This design comes from an exercise in tuning for small area, a short achievable clock period and few clock cycles on the open sky130 flow, not from production work.
Only simulation tests tie the RTL to the original design; equivalence was not proved.
The flow treats the clock pin as an ideal source. Dropping or thinning the clock tree relies on that and would not hold on a real chip.

== P ==
==> flow/design.v (excerpt) <==
module btcp_rx_check (
    input  wire        clk,
    input  wire        rst,
    input  wire        in_valid,
    output wire        in_ready,
    input  wire [31:0] in_data,
    input  wire        in_last,
    input  wire [2:0]  in_nbytes,    
    output wire        res_valid,
    input  wire        res_ready,
    output wire [1:0]  res_status,   
    output wire [15:0] res_seq,
    output wire [15:0] res_ack,
    output wire [7:0]  res_flags,
    output wire [7:0]  res_win,
    output wire [15:0] res_dlen,
    output wire [15:0] res_csum,     
    output wire [15:0] res_calc,     
    output wire        res_csum_ok,
    output wire [2:0]  res_type,
    output wire [9:0]  res_plen
);
    function [15:0] crc_x32;
        input [15:0] v;
        reg   [15:0] c;
        integer k;
        begin
            c = 16'h0000;
            for (k = 15; k >= 0; k = k - 1)
                c = (c[15] ^ v[k]) ? ({c[14:0], 1'b0} ^ 16'h1021)
                                   : {c[14:0], 1'b0};
  ...
==> module btcp_rx_check, before the edit <==
module btcp_rx_check (
    input  wire        clk,
    input  wire        rst,
    input  wire        in_valid,
    output wire        in_ready,
    input  wire [31:0] in_data,
    input  wire        in_last,
    input  wire [2:0]  in_nbytes,    
    output wire        res_valid,
    input  wire        res_ready,
    output wire [1:0]  res_status,   
    output wire [15:0] res_seq,
    output wire [15:0] res_ack,
    output wire [7:0]  res_flags,
    output wire [7:0]  res_win,
    output wire [15:0] res_dlen,
    output wire [15:0] res_csum,     
    output wire [15:0] res_calc,     
    output wire        res_csum_ok,
    output wire [2:0]  res_type,
    output wire [9:0]  res_plen
);
    function [15:0] crc_x32;
        input [15:0] v;
        reg   [15:0] c;
        integer k;
        begin
            c = 16'h0000;
            for (k = 15; k >= 0; k = k - 1)
                c = (c[15] ^ v[k]) ? ({c[14:0], 1'b0} ^ 16'h1021)
                                   : {c[14:0], 1'b0};
            for (k = 0; k < 16; k = k + 1)
                c = c[15] ? ({c[14:0], 1'b0} ^ 16'h1021) : {c[14:0], 1'b0};
            crc_x32 = c;
        end
    endfunction
    function [15:0] crc_x8;
        input [15:0] v;
        reg   [15:0] c;
        integer k;
        begin
            c = v;
            for (k = 0; k < 8; k = k + 1)
                c = c[15] ? ({c[14:0], 1'b0} ^ 16'h1021) : {c[14:0], 1'b0};
            crc_x8 = c;
        end
    endfunction
    function [15:0] crc_d8;
        input [15:0] v;
        reg   [15:0] c;
        integer k;
        begin
            c = v;
            for (k = 0; k < 8; k = k + 1)
                c = c[0] ? ({1'b0, c[15:1]} ^ 16'h8810) : {1'b0, c[15:1]};
            crc_d8 = c;
        end
    endfunction
    reg        rx;         
    reg        ub;         
    reg        eq;         
    reg        rv;         
    reg [1:0]  hp;         
    reg [7:0]  cnt;        
    reg [1:0]  plo;        
    reg        big;        
    reg [15:0] sh;         
    reg [15:0] wr;         
    reg        wv;         
    reg        wf;         
    reg        wl;         
    reg [15:0] seq_r, ack_r, dlen_r, csum_r;
    reg [7:0]  flags_r, win_r;
    reg        ok_r;
    reg [2:0]  type_r;
    reg [1:0]  status_r;
    wire acc   = in_valid & rx;
    wire h0    = (hp == 2'd0);
    wire nb1   = ~in_nbytes[2] & ~in_nbytes[1];
    wire nb12  = ~in_nbytes[2] & ~(in_nbytes[1] & in_nbytes[0]);
    wire nb123 = ~in_nbytes[2];
    wire [15:0] dh = in_data[31:16] & {{8{hp != 2'd2}}, {8{(hp != 2'd2) & ~(in_last & nb1)}}};
    wire [15:0] dl = in_data[15:0]  & {{8{~(in_last & nb12)}}, {8{~(in_last & nb123)}}};
    wire [15:0] ms = crc_x32(sh);
    wire [15:0] wd = crc_x8(dh) ^ crc_d8(dl);
    wire [7:0] cbase = wf ? 8'hFD : cnt;
    always @(posedge clk) begin
        wr <= wd;
        wf <= h0;
        wl <= in_last;
        if (rst) begin
            wv <= 1'b0;
            rx <= 1'b1;
            ub <= 1'b0;
            eq <= 1'b0;
            rv <= 1'b0;
            hp <= 2'd0;
        end else begin
            wv <= acc;
            if (acc) begin
                if (in_last) begin
                    rx <= 1'b0;
                    hp <= 2'd0;
                end else if (hp != 2'd3) begin
                    hp <= hp + 2'd1;
                end
            end
            if (wv & wl) begin
                ub <= (plo != 2'd3);
                eq <= (plo == 2'd3);
            end else if (ub) begin
                ub <= (hp != plo);
                eq <= (hp == plo);
                hp <= (hp == plo) ? 2'd0 : hp + 2'd1;
            end else begin
                eq <= 1'b0;
            end
            if (eq)
                rv <= 1'b1;
            if (rv & res_ready) begin
                rv <= 1'b0;
                rx <= 1'b1;
            end
        end
    end
    wire        e0   = rx & (hp == 2'd0);
    wire        e1   = rx & (hp == 2'd1);
    wire        e2   = rx & (hp == 2'd2);
    wire        keep = ~(wv | ub);
    wire [7:0]  cnext = cbase + {7'd0, ~wl | ~(plo[1] & plo[0])};
    always @(posedge clk) begin
        sh <= (sh & {16{keep}}) | (((ms & {16{~wf}}) ^ wr) & {16{wv}})
            | (crc_x8(sh) & {16{ub}});
        if (wv) begin
            cnt <= cnext;
            big <= ~wf & (big | (cnt == 8'd251 & ~wl));
        end
        if (rx)
            plo <= {~in_nbytes[1], in_nbytes[0]};
        if (e0) seq_r   <= in_data[31:16];
        if (e0) ack_r   <= in_data[15:0];
        if (e1) flags_r <= in_data[31:24];
        if (e1) win_r   <= in_data[23:16];
        if (e1) dlen_r  <= in_data[15:0];
        if (e2) csum_r  <= in_data[31:16];
        ok_r <= (sh == csum_r);
        case (flags_r)
        8'h02:   type_r <= 3'd1;
        8'h10:   type_r <= 3'd2;
        8'h01:   type_r <= 3'd3;
        8'h12:   type_r <= 3'd4;
        8'h11:   type_r <= 3'd5;
        default: type_r <= ({cnt, plo} != 10'd0) ? 3'd6 : 3'd0;
        endcase
        status_r <= big                           ? 2'd2 :
                    (cnt >= 8'hFD)                ? 2'd1 :
                    (cnt == 8'd252 && plo != 2'd0) ? 2'd2 : 2'd0;
    end
    assign in_ready    = rx;
    assign res_valid   = rv;
    assign res_status  = status_r;
    assign res_seq     = seq_r;
    assign res_ack     = ack_r;
    assign res_flags   = flags_r;
    assign res_win     = win_r;
    assign res_dlen    = dlen_r;
    assign res_csum    = csum_r;
    assign res_calc    = sh;
    assign res_csum_ok = ok_r;
    assign res_type    = type_r;
    assign res_plen    = {cnt, plo};
endmodule
export LEC_CHECK = 0
export CAP_MARGIN = 20
export CORE_MARGIN = 2
export CORE_UTILIZATION = 40
export PLACE_DENSITY = 0.5
export SETUP_SLACK_MARGIN = 3.8
export SLEW_MARGIN = 20
create_clock -name core_clock -period 6.0 [get_ports {clk}]
standard.sh (not shown) runs the stock make flow with config.mk's settings and CLKGATE_MAP_FILE= SYNTH_SCRIPT=/design/flow/synth_recipe.tcl, a recipe that flattens the netlist after the stock synthesis.
==> flow/flow/run.sh <==
#!/bin/bash
# The standard layout (standard.sh) with two changes: port buffers use
# a small buffer cell, and the CTS step is replaced by flow/cts.tcl, which
# builds a two-level clock tree (see flow/clock_tree.tcl) and then repairs
# timing as ORFS's CTS step does. Logs: standard_place.log, cts.log (and
# orfs/logs/.../4_1_cts.log), standard_finish.log, plus ORFS's own logs.
set -euo pipefail
ARGS=(BUFFER_PORTS_ARGS="-buffer_cell sky130_fd_sc_hd__buf_1")
bash standard.sh "${ARGS[@]}" place > standard_place.log 2>&1
FLOW_FLOW_DIR="$PWD/flow" bash standard.sh "${ARGS[@]}" run \
  RUN_SCRIPT="$PWD/flow/cts.tcl" RUN_LOG_NAME_STEM=4_1_cts > cts.log 2>&1
bash standard.sh "${ARGS[@]}" finish > standard_finish.log 2>&1
Other scripts of this flow, unchanged in this note and not shown: flow/flow/clock_tree.tcl, flow/flow/cts.tcl
Testbench counts of P, summed over its fixed seeds: cycles 28,837.
Input-level comparison between Q and P:
--- a/flow/design.v
+++ b/flow/design.v
@@ -60,6 +60,7 @@
     reg        ub;         
     reg        eq;         
     reg        rv;         
+    reg [1:0]  uc;         
     reg [1:0]  hp;         
     reg [7:0]  cnt;        
     reg [1:0]  plo;        
@@ -106,12 +107,11 @@
                 end
             end
             if (wv & wl) begin
-                ub <= (plo != 2'd3);
-                eq <= (plo == 2'd3);
+                ub <= (uc != 2'd0);
+                eq <= (uc == 2'd0);
             end else if (ub) begin
-                ub <= (hp != plo);
-                eq <= (hp == plo);
-                hp <= (hp == plo) ? 2'd0 : hp + 2'd1;
+                ub <= (uc != 2'd1);
+                eq <= (uc == 2'd1);
             end else begin
                 eq <= 1'b0;
             end
@@ -135,8 +135,12 @@
             cnt <= cnext;
             big <= ~wf & (big | (cnt == 8'd251 & ~wl));
         end
-        if (rx)
+        if (rx) begin
             plo <= {~in_nbytes[1], in_nbytes[0]};
+            uc  <= in_nbytes[1:0] - 2'd1;
+        end else if (ub) begin
+            uc  <= uc - 2'd1;
+        end
         if (e0) seq_r   <= in_data[31:16];
         if (e0) ack_r   <= in_data[15:0];
         if (e1) flags_r <= in_data[31:24];
## What came out
- Q vs P: layout sequential cell count up in Q
- Compared with P, Q shows a maximum number of pins on one net before global-route repair that is 2 higher.
- P vs Q, slowest library cell on the worst path: sky130_fd_sc_hd__o31ai_1 vs sky130_fd_sc_hd__dfxtp_2
- Q has number of standard cells in the layout, taps in and fillers out above what P had.
- Cmp P and Q / mux share of post-synthesis cell area / lower: P
- Compared with P, Q shows a higher final core utilization.
- Q ends up with a post-layout minimum cycle time that is 25 ps lower than in P.
Testbench counts of Q, summed over its fixed seeds: cycles 28,837.
No run of this note takes its clock network from TritonCTS; it comes from the design's own scripts or RTL.

## port drivers added, routing unchanged
In the flow no input, the clock included, has a driving cell. The finished layouts below were timed again as built, in two steps.
Step 1 sets driving cells, clkbuf_16 on the clock port and buf_2 on the other inputs (assumed; they add their load-dependent delay and slew).
Step 2 also shifts input and output timing later by t, the mid clock arrival at the registers, as if the neighbouring blocks saw the same clock.
Slacks: ideal ports / drivers / drivers and shift; pairs: ideal ports / drivers.
| run | t, ns | setup slack, ns | slew at the worst register clock pin (ns) |
|---|---|---|---|
| P | 0.343 | 3.804 / 3.765 / 3.502 | 0.08 / 0.08 |
| Q | 0.352 | 3.829 / 3.760 / 3.553 | 0.08 / 0.08 |
After both steps every run listed still meets setup and hold. For P, which loses most, drivers alone change the setup slack by -0.039 ns; drivers and shift together by -0.302 ns.
